Background: an optimization exercise with open tools, aiming at small area, a short achievable clock period and few clock cycles per item. Do not read the settings as production practice.
Where RTL was checked, it was by simulation tests only, not by an equivalence proof against the original.
For run 2, only the layout was checked, not whether the RTL still works.

==> flow/design.v <==
module tea_mix (
    input  wire [31:0] v,
    input  wire [31:0] acc,
    input  wire [31:0] a,
    input  wire [31:0] b,
    output wire [31:0] f
);
    wire [31:0] t0 = {v[27:0], 4'b0000} + a;
    wire [31:0] t1 = v + acc;
    wire [31:0] t2 = {5'b00000, v[31:5]} + b;
    assign f = t0 ^ t1 ^ t2;
endmodule
module tea_core (
    input  wire        clk,
    input  wire        rst,           
    input  wire        in_valid,
    output wire        in_ready,
    input  wire        in_decrypt,    
    input  wire [63:0] in_key,
    input  wire [63:0] in_block,
    output wire        out_valid,
    input  wire        out_ready,
    output wire [63:0] out_block
);
    localparam integer    ROUNDS = 32;
    localparam [31:0]     DELTA  = 32'h9E3779B9;
    localparam [31:0]     C0 = 32'h0, C1 = 32'h0, C2 = 32'h0, C3 = 32'h0;
    localparam [31:0]     ACC_DEC_INIT = DELTA * ROUNDS;
    localparam [1:0] S_IDLE = 2'd0, S_RUN = 2'd1, S_DONE = 2'd2;
    reg  [1:0]  state;
    reg  [5:0]  round;
    reg         dec;
    reg  [63:0] key;
    reg  [31:0] s, y, acc;
    wire [31:0] a0 = C0 + key[63:32];
    wire [31:0] a1 = C1 + key[31:0];
    wire [31:0] a2 = C2 + key[63:32];
    wire [31:0] a3 = C3 + key[31:0];
    wire [31:0] acc_e = acc + DELTA;
    wire [31:0] f_e0, f_e1;
    tea_mix u_mix_e0 (.v(y),   .acc(acc_e), .a(a0), .b(a1), .f(f_e0));
    wire [31:0] s_e = s + f_e0;
    tea_mix u_mix_e1 (.v(s_e), .acc(acc_e), .a(a2), .b(a3), .f(f_e1));
    wire [31:0] y_e = y + f_e1;
    wire [31:0] f_d0, f_d1;
    tea_mix u_mix_d0 (.v(s),   .acc(acc), .a(a2), .b(a3), .f(f_d0));
    wire [31:0] y_d = y - f_d0;
    tea_mix u_mix_d1 (.v(y_d), .acc(acc), .a(a0), .b(a1), .f(f_d1));
    wire [31:0] s_d = s - f_d1;
    wire [31:0] acc_d = acc - DELTA;
    assign in_ready  = (state == S_IDLE);
    assign out_valid = (state == S_DONE);
    assign out_block = {s, y};
    always @(posedge clk) begin
        if (rst) begin
            state <= S_IDLE;
            round <= 6'd0;
        end else begin
            case (state)
                S_IDLE: begin
                    if (in_valid) begin
                        key   <= in_key;
                        dec   <= in_decrypt;
                        s     <= in_block[63:32];
                        y     <= in_block[31:0];
                        acc   <= in_decrypt ? ACC_DEC_INIT : 32'h0;
                        round <= 6'd0;
                        state <= S_RUN;
                    end
                end
                S_RUN: begin
                    if (dec) begin
                        s   <= s_d;
                        y   <= y_d;
                        acc <= acc_d;
                    end else begin
                        s   <= s_e;
                        y   <= y_e;
                        acc <= acc_e;
                    end
                    round <= round + 6'd1;
                    if (round == ROUNDS - 1)
                        state <= S_DONE;
                end
                S_DONE: begin
                    if (out_ready)
                        state <= S_IDLE;
                end
                default: state <= S_IDLE;
            endcase
        end
    end
endmodule
==> flow/run.sh <==
#!/bin/bash
# synth_recipe.tcl (not shown) runs the flow's synth.tcl, then flattens the netlist and writes it again
# the make line also repeats each setting of config.mk as NAME=value (left out here)
make -C /OpenROAD-flow-scripts/flow DESIGN_CONFIG=/design/flow/config.mk WORK_HOME=/design/flow/orfs CLKGATE_MAP_FILE= SYNTH_SCRIPT=/design/flow/synth_recipe.tcl finish
==> flow/config.mk <==
export PLATFORM = sky130hd
export DESIGN_NAME = tea_core
export DESIGN_NICKNAME = tea_core
export VERILOG_FILES = /design/flow/design.v
export SDC_FILE = /design/flow/constraint.sdc
export NUM_CORES = 4
export LEC_CHECK = 0
export CAP_MARGIN = 20
export CORE_MARGIN = 2
export CORE_UTILIZATION = 40
export SLEW_MARGIN = 20
==> flow/constraint.sdc <==
create_clock -name core_clock -period 12.0 [get_ports {clk}]
set_input_delay 2.4000 -clock core_clock [delete_from_list [all_inputs] [get_ports {clk}]]
set_output_delay 2.4000 -clock core_clock [all_outputs]
set_load 0.01 [all_outputs]
==> summary.txt, run 1 <==
STA
  – Ratio of final minimum period to clock period: 94.1%
  – Worst slew pin tran: 1.21 ns
  – Clock skew after layout: 0.0202 ns
  – Top achievable clock speed: 88.6 MHz
  – Final worst path period need: 11.29 ns
  – Final-report hold violation count: 0
  – Final number of max-transition violations: 0
  – Max-slew headroom: 18.4%
  – Setup repair after global routing missed its margin: false
  – Final setup violation count: 0
  – Final TNS setup: 0 ns

GRT
  – Most used routing layer in global routing: met1
  – Met1 track utilization from global routing: 50.4%
  – Antenna violations before repair: 8
  – Global router's overall resource usage: 34.3%
  – Number of global-route vias before repair: 30300
  – Met2 layer usage reported by global route: 49.0%
  – Largest net degree at the start of global routing: 65
  – First-pass GRT wire length: 204000 um
  – Met3 Track Usage GR: 9.19%
  – GR Overflow Total: 0

Critical path
  – Cell with the largest stage delay on the worst path: a2111oi_1
  – Launching element type of the critical path: flop
  – CP max FO: 6
  – Crit path arrival time: 11.60 ns
  – Maximum cell stage delay along the critical path: 0.72 ns
  – Worst Setup End Kind: flop
  – Category of the most critical setup path: reg -> reg
  – Most frequent cell on the critical path: a21oi_1
  – Critical Path RT: 12.30 ns

Clock tree
  – Worst-skew pair later-pin latency: 0.55 ns
  – H-tree level count: 4
  – Bufs on Longest Clock Path: 2
  – Clock tree from TritonCTS: built
  – Clock sink count: 169
  – Buffer type at the clock tree root: clkbuf_16
  – Number of CTS-inserted buffers: 17
  – CTS Hold Bufs: 0
  – Clock edge transition at the registers on the reported setup and hold paths: 0.09 ns

Route
  – Average routed wire per standard cell: 27.6 um
  – Vias: 32200
  – Residual DRC count: 0
  – Number of violations reported at the end of detailed-routing iteration 0: 3857
  – Routed via count divided by cell count: 6.17
  – Number of detailed-routing iterations run before antenna repair: 8
  – Detailed-route wire length: 144000 um
  – Number of nets with antenna violations after detailed routing: 0

Die
  – Initial cell density of the core: 40.5%
  – I/O Pins: 199
  – Die height: 287 um
  – Horizontal die dimension: 287 um
  – Placeable core region: 79100 um^2
  – Die footprint: 82400 um^2
  – Row count: 103

Synthesis
  – Area fraction in compound gates after synthesis: 25.9%
  – Number of flops mapped to enable cells by yosys: 161
  – Post-Synth Adder-Cell Area: 19.8%
  – Commonest cells in the netlist: 583 x xnor2_1, 482 x ha_1, 400 x a21oi_1
  – Syn. warnings: 1
  – Basic-gate share of the synthesized area counting and, or, nand and nor cells: 14.9%
  – Multiplexer fraction of the synthesized cell area: 0.668%
  – Xor and xnor area share after synthesis: 20.8%
  – Mean instance size in the synthesized netlist: 8.17 um^2
  – Synthesis-stage register bit count: 169
  – Post-synth cell types: 98
  – Biggest area contributors in the synthesized netlist: ha_1 19%, xnor2_1 16%, edfxtp_1 15%
  – Post-Syn Area: 32000 um^2
  – Cell count after synthesis: 3920
  – Proportion of synthesized flip-flops having asynchronous set or reset: 0%
  – Net count after synthesis: 4551
  – Post-synthesis cell type with the largest combined area: ha_1
  – Area fraction of the dominant cell type after synthesis: 18.8%
  – Primary flip-flop cell chosen by synthesis mapping: edfxtp_1
  – Cell with the most instances after synthesis: xnor2_1
  – Combinational family with the most area after synthesis: compound AO/OA/AOI/OAI gates
  – Proportion of synthesized chip area in sequential cells: 15.6%

Placed design
  – Placed Cells incl. Taps: 5185
  – Post-DP Area: 35800 um^2
  – Placer congestion estimate: 1.06
  – Count of buffers inserted at the top-level ports: 198
  – DP HPWL: 120000 um

Layout
  – Final cell count without fillers: 5223
  – Area growth, synth to finish: 13.8%
  – Share of layout cells above drive strength 1: 4.91%
  – Final net count: 4789
  – Number of fill cells in the layout: 7946
  – Total non-filler cell area in the finished layout: 36500 um^2

Min path
  – Classification of the worst-slack hold path: reg -> reg

Status
  – Status: complete, no violations

Run
  – Max-cap viol count: 0
-- placed cells by master, fill, tap and decap left out, drive strengths merged, types with 18 or more instances in the layout --
cell type	count
and3	31
clkbuf	25
o211ai	22
o21ai	242
nand3	87
a21boi	25
a21oi	403
edfxtp	161
buf	100
nand2	283
xnor2	586
o31ai	21
o21bai	54
nor2b	52
a211oi	34
and2	20
clkdlybuf4s50	198
o21a	60
xor2	153
or3	25
ha	482
nor3	81
inv	112
nand4	33
mux2i	18
a31oi	50
nor2	298
nand2b	53
a21o	236
-- final cells by class --
class	instances	area, um^2	share of cell area (%)
Multi-Input combinational cell	3565	26400	72.5
Sequential cell	169	4990	13.7
Clock inverter	7	47.5	0.130
Timing Repair Buffer	298	2740	7.51
Antenna cell	2	5.00	0.0137
Tap cell	1050	1310	3.60
Inverter	107	402	1.10
Clock buffer	25	539	1.48
-- repair_timing --
action,in CTS,in global routing
gates resized for setup,0,15
setup buffers,0,4
setup endpoints to repair,0,4
-- critical path: cells and delay by family (launching register included) --
kind | cells | cell delay, ns
fa+ha+maj | 5 | 1.95
mux | 1 | 0.34
flops | 1 | 0.50
xor+xnor | 4 | 1.13
simple gates | 10 | 1.98
buf+inv | 1 | 0.16
compound gates | 22 | 4.97
-- cells by family after synthesis --
logic type | count (synthesis)
compound gates | 1285
xor+xnor | 746
fa+ha+maj | 498
buf+inv | 186
flops | 169
mux | 21
simple gates | 1015
-- path summary, 6_finish.rpt --
check | slack, ns | endpoint | start | depth (start not counted)
max | 0.71 | s[31] | s[5] | 43
min reg2reg | 0.55 | round[1] | round[1] | 2
min | 0.55 | round[1] | round[1] | 2
max reg2reg | 0.71 | s[31] | s[5] | 43
-- registers in the layout (all words and copies together) (netlist names) --
register / cells
round: 6
key: 64
state: 2
acc: 32
y: 32
s: 32
dec: 1
-- layer usage --
metal  share of wire [%]  vias up  wire [um]
met3                  13      152      18400
met4                 2.1        0       2960
met5                   0        -          0
li1                    -    14900          -
met2                  40     1681      57900
met1                  45    15500      64700
-- stage by stage --
stage / worst slack [ns] / utilization (%) / hold WS, ns
3_3_place_gp: 0.287 / 45.2 / 0.527
5_1_grt: 0.0144 / 46.1 / 0.613
4_1_cts: 0.196 / 45.9 / 0.552
2_1_floorplan: 2.39 / - / 0.492
6_report: 0.707 / 46.1 / 0.548
3_5_place_dp: 0.252 / 45.2 / 0.531
Testbench counts, summed over its fixed seeds: cycles 34,816, items 1,024.
==> inputs of run 2 (changes only) <==
==> flow/design.v (replaced) <==
module tea_mix (
    input  wire [31:0] v,
    input  wire [31:0] acc,
    input  wire [31:0] a,
    input  wire [31:0] b,
    output wire [31:0] f
);
    wire [31:0] t0 = {v[27:0], 4'b0000} + a;
    wire [31:0] t1 = v + acc;
    wire [31:0] t2 = {5'b00000, v[31:5]} + b;
    assign f = t0 ^ t1 ^ t2;
endmodule
module tea_core (
    input  wire        clk,
    input  wire        rst,           
    input  wire        in_valid,
    output wire        in_ready,
    input  wire        in_decrypt,    
    input  wire [63:0] in_key,
    input  wire [63:0] in_block,
    output wire        out_valid,
    input  wire        out_ready,
    output wire [63:0] out_block
);
    localparam [31:0] DELTA = 32'h9E3779B9;
    reg         busy;       
    reg         vld;        
    reg  [6:0]  cnt;        
    reg         dec;
    reg  [63:0] key;
    reg  [31:0] a, b;
    wire [4:0]  m = cnt[5:1] ^ {5{dec}};
    reg  [31:0] acc;
    always @(*) begin
        case (m)
            5'd0: acc = 32'h9E3779B9;
            5'd1: acc = 32'h3C6EF372;
            5'd2: acc = 32'hDAA66D2B;
            5'd3: acc = 32'h78DDE6E4;
            5'd4: acc = 32'h1715609D;
            5'd5: acc = 32'hB54CDA56;
            5'd6: acc = 32'h5384540F;
            5'd7: acc = 32'hF1BBCDC8;
            5'd8: acc = 32'h8FF34781;
            5'd9: acc = 32'h2E2AC13A;
            5'd10: acc = 32'hCC623AF3;
            5'd11: acc = 32'h6A99B4AC;
            5'd12: acc = 32'h08D12E65;
            5'd13: acc = 32'hA708A81E;
            5'd14: acc = 32'h454021D7;
            5'd15: acc = 32'hE3779B90;
            5'd16: acc = 32'h81AF1549;
            5'd17: acc = 32'h1FE68F02;
            5'd18: acc = 32'hBE1E08BB;
            5'd19: acc = 32'h5C558274;
            5'd20: acc = 32'hFA8CFC2D;
            5'd21: acc = 32'h98C475E6;
            5'd22: acc = 32'h36FBEF9F;
            5'd23: acc = 32'hD5336958;
            5'd24: acc = 32'h736AE311;
            5'd25: acc = 32'h11A25CCA;
            5'd26: acc = 32'hAFD9D683;
            5'd27: acc = 32'h4E11503C;
            5'd28: acc = 32'hEC48C9F5;
            5'd29: acc = 32'h8A8043AE;
            5'd30: acc = 32'h28B7BD67;
            5'd31: acc = 32'hC6EF3720;
        endcase
    end
    wire [31:0] f;
    tea_mix u_mix (.v(a), .acc(acc), .a(key[63:32]), .b(key[31:0]), .f(f));
    wire [31:0] a_step = b + (f ^ {32{dec}}) + {31'd0, dec};
    wire        swp    = cnt[6];
    wire        last   = dec ? cnt[6] & ~cnt[0] : (cnt[5:0] == 6'd63);
    assign in_ready  = ~busy & (~vld | out_ready);
    assign out_valid = vld;
    assign out_block = {b, a};
    wire accept = in_valid & in_ready;
    always @(posedge clk) begin
        if (rst) begin
            busy <= 1'b0;
            vld  <= 1'b0;
        end else begin
            if (accept) begin
                busy <= 1'b1;
                vld  <= 1'b0;
            end else if (busy) begin
                if (last) begin
                    busy <= 1'b0;
                    vld  <= 1'b1;
                end
            end else if (out_ready) begin
                vld <= 1'b0;
            end
        end
    end
    always @(posedge clk) begin
        if (accept) begin
            key <= in_key;
            dec <= in_decrypt;
            cnt <= {7{in_decrypt}};
            a   <= in_block[31:0];
            b   <= in_block[63:32];
        end else if (busy) begin
            cnt <= cnt + 7'd1;
            a   <= swp ? b : a_step;
            b   <= a;
        end
    end
endmodule
--- a/flow/config.mk
+++ b/flow/config.mk
@@ -6,4 +6,5 @@
 export NUM_CORES = 4
 export LEC_CHECK = 0
+export ABC_AREA = 1
 export CAP_MARGIN = 20
 export CORE_MARGIN = 2
==> summary.txt, run 2 <==
Layout
  – Top library cells by usage in the layout, fill and taps aside: 513 x nand2_1, 198 x clkdlybuf4s50_1, 182 x inv_1
  – Top flop regs: key (64), a (32), b (32)
  – Register name with the most flops: key
  – Max reg flops: 64
  – Final net count: 2284
  – Leading cell type in the layout, fill and taps excluded: nand2_1
  – Share of layout cells above drive strength 1: 4.73%
  – Total area of multi-input combinational cells: 8720 um^2
  – Number of fill cells in the layout: 3352
  – Reg area: 4120 um^2
  – Number of antenna repair diodes: 0
  – Area growth, synth to finish: 21.8%

Critical path
  – Logic depth of the worst register-to-register path: 33
  – Maximum cell stage delay along the critical path: 0.69 ns
  – Cell with the largest stage delay on the worst path: inv_1
  – Setup slack of the most critical reg-to-reg path: 5.01 ns
  – CP max FO: 35
  – Critical Path RT: 12.15 ns
  – Launching element type of the critical path: flop
  – Crit path arrival time: 7.14 ns
  – Most frequent cell on the critical path: nand2_1
  – Worst Setup End Kind: flop
  – Category of the most critical setup path: reg -> reg

Route
  – Number of violations reported at the end of detailed-routing iteration 0: 1077
  – Number of detailed-routing iterations run before antenna repair: 5
  – Vias: 13300
  – Detailed-route wire length: 49300 um
  – Average routed wire per standard cell: 19.9 um
  – Number of nets with antenna violations after detailed routing: 0
  – Residual DRC count: 0
  – Routed via count divided by cell count: 5.36

Synthesis
  – Post-synthesis cell type with the largest combined area: edfxtp_1
  – Multiplexer fraction of the synthesized cell area: 0%
  – Commonest cells in the netlist: 515 x nand2_1, 183 x inv_1, 147 x a21oi_1
  – Area fraction in compound gates after synthesis: 15.9%
  – Mean instance size in the synthesized netlist: 7.49 um^2
  – Post-Syn Area: 13700 um^2
  – Post-synth cell types: 60
  – Area fraction of the dominant cell type after synthesis: 29.7%
  – Biggest area contributors in the synthesized netlist: edfxtp_1 30%, nand2_1 14%, ha_1 12%
  – Synthesis-stage register bit count: 138
  – Syn. warnings: 1
  – Proportion of synthesized chip area in sequential cells: 30.0%
  – Proportion of synthesized flip-flops having asynchronous set or reset: 0%
  – Cell with the most instances after synthesis: nand2_1
  – Net count after synthesis: 2102
  – Basic-gate share of the synthesized area counting and, or, nand and nor cells: 22.9%
  – Combinational family with the most area after synthesis: simple AND/OR/NAND/NOR gates
  – Post-Synth Adder-Cell Area: 12.5%
  – Primary flip-flop cell chosen by synthesis mapping: edfxtp_1
  – Number of flops mapped to enable cells by yosys: 136
  – Cell count after synthesis: 1834
  – Xor and xnor area share after synthesis: 12.1%

STA
  – Final setup violation count: 0
  – Final-report hold violation count: 0
  – WHS: 0.550 ns
  – Final worst path period need: 6.99 ns
  – Final TNS setup: 0 ns
  – Top achievable clock speed: 143 MHz
  – Worst slew pin tran: 1.03 ns
  – Clock skew after layout: 0.00940 ns
  – Final number of max-transition violations: 0
  – Ratio of final minimum period to clock period: 58.3%
  – Max-slew headroom: 31.4%
  – Setup slack after layout: 5.01 ns
  – Setup repair after global routing missed its margin: false

Min path
  – Classification of the worst-slack hold path: reg -> reg
  – Cell depth of the worst hold path: 4

Clock tree
  – H-tree level count: 4
  – Buffer type at the clock tree root: clkbuf_16
  – Bufs on Longest Clock Path: 2
  – Worst-skew pair later-pin latency: 0.46 ns
  – Post-CTS Setup Bufs: 0
  – Post_cts resized: 0
  – CTS Hold Bufs: 0
  – Clock tree from TritonCTS: built
  – Number of CTS-inserted buffers: 17
  – Clock sink count: 138
  – Clock edge transition at the registers on the reported setup and hold paths: 0.06 ns

Die
  – I/O Pins: 199
  – Initial cell density of the core: 40.8%
  – Placeable core region: 33700 um^2
  – Die footprint: 35800 um^2
  – Row count: 67
  – Horizontal die dimension: 189 um
  – Die height: 189 um

Placed design
  – Count of buffers inserted at the top-level ports: 198
  – Placer congestion estimate: 0.941
  – Worst-case setup slack after placement: 5.09 ns
  – DP HPWL: 39600 um

GRT
  – Antenna violations before repair: 1
  – Number of global-route vias before repair: 12800
  – First-pass GRT wire length: 74000 um
  – Largest net degree at the start of global routing: 82
  – GR Overflow Total: 0
  – Global router's overall resource usage: 27.6%

Run
  – Max-cap viol count: 0

Status
  – Status: complete, no violations
[run 2: changes by cell type after synthesis, sizes merged, moves of 53 or more]
cell / before / now
xnor2: 586 / 72
ha: 482 / 131
a21oi: 403 / 153
nand2: 283 / 524
a21o: 236 / 12
nor2: 298 / 132
o21ai: 242 / 131
inv: 107 / 189
nor3: 81 / 16
o21a: 60 / 5
nand2b: 53 / 0
[run 2: logic make-up after synthesis]
family                     Yosys count
and+or+nand+nor                    772
AOI/OAI and AO/OA                  373
buffers and inverters              230
xor gates and xnor gates           186
DFF                                138
adders and majority gates          135
[run 2: layer usage]
layer | vias to the layer above | part of all wire, % | track usage [%]
met5 | - | 0.026 | 0
met2 | 431 | 46 | 44.7
met1 | 6254 | 46 | 37.7
met4 | 2 | 1.9 | 7.69
met3 | 72 | 6.4 | 4.97
li1 | 6508 | - | -
[run 2: cell type report]
cell class | count | area share, %
repair buffers | 204 | 12.1
flip-flops and latches | 138 | 24.6
well taps | 448 | 3.35
multi-input cells | 1466 | 52.1
inverters | 189 | 4.28
clock buffers | 18 | 2.56
clock inverters | 14 | 0.927
[run 2: worst paths after layout]
path         start     to
max reg2reg    dec  a[29]
min reg2reg    vld    vld
max            dec  a[29]
min            vld    vld
[run 2: metrics by stage]
stage | utilization (%) | instances | cell area, um^2
6_report | 49.7 | 2477 | 16700
5_1_grt | 49.7 | 2477 | 16700
4_1_cts | 49.7 | 2477 | 16700
3_5_place_dp | 47.9 | 2445 | 16200
3_3_place_gp | 47.9 | 2445 | 16200
2_1_floorplan | - | 1834 | 13700
[run 2: worst max-delay path: cells and delay by family (launching register included)]
family                     cells  cell delay [ns]
buffers and inverters          7             1.81
DFF                            1             0.37
and+or+nand+nor               12             1.13
adders and majority gates      2             0.73
AOI/OAI and AO/OA              9             1.97
xor gates and xnor gates       3             0.68

static timing again, ports no longer ideal:
How much do the figures lean on ideal ports? The routed layouts below were timed once more, with nothing changed but the port constraints. Step 1 assumes that a clkbuf_16 drives the clock port and a buf_2 every other input. Step 2 moves the port delays by t, midway between the first and last clock arrival at a register: inputs arrive t later, outputs are due t later. That takes back most of the time a late clock gives input paths. a / b / c = no drivers / after step 1 / after step 2; a / b = the first two.
run	t (ns)	setup slack, ns	latest minus earliest clock arrival (ns)	worst data-port slew with drivers (ns)	cell pins on the clock port's net
run 1	0.611	0.707 / 0.707 / 0.707	0.023 / 0.022	0.11	1
run 2	0.505	5.009 / 5.009 / 5.009	0.009 / 0.010	0.10	1
After both steps setup and hold are still met in every run listed.
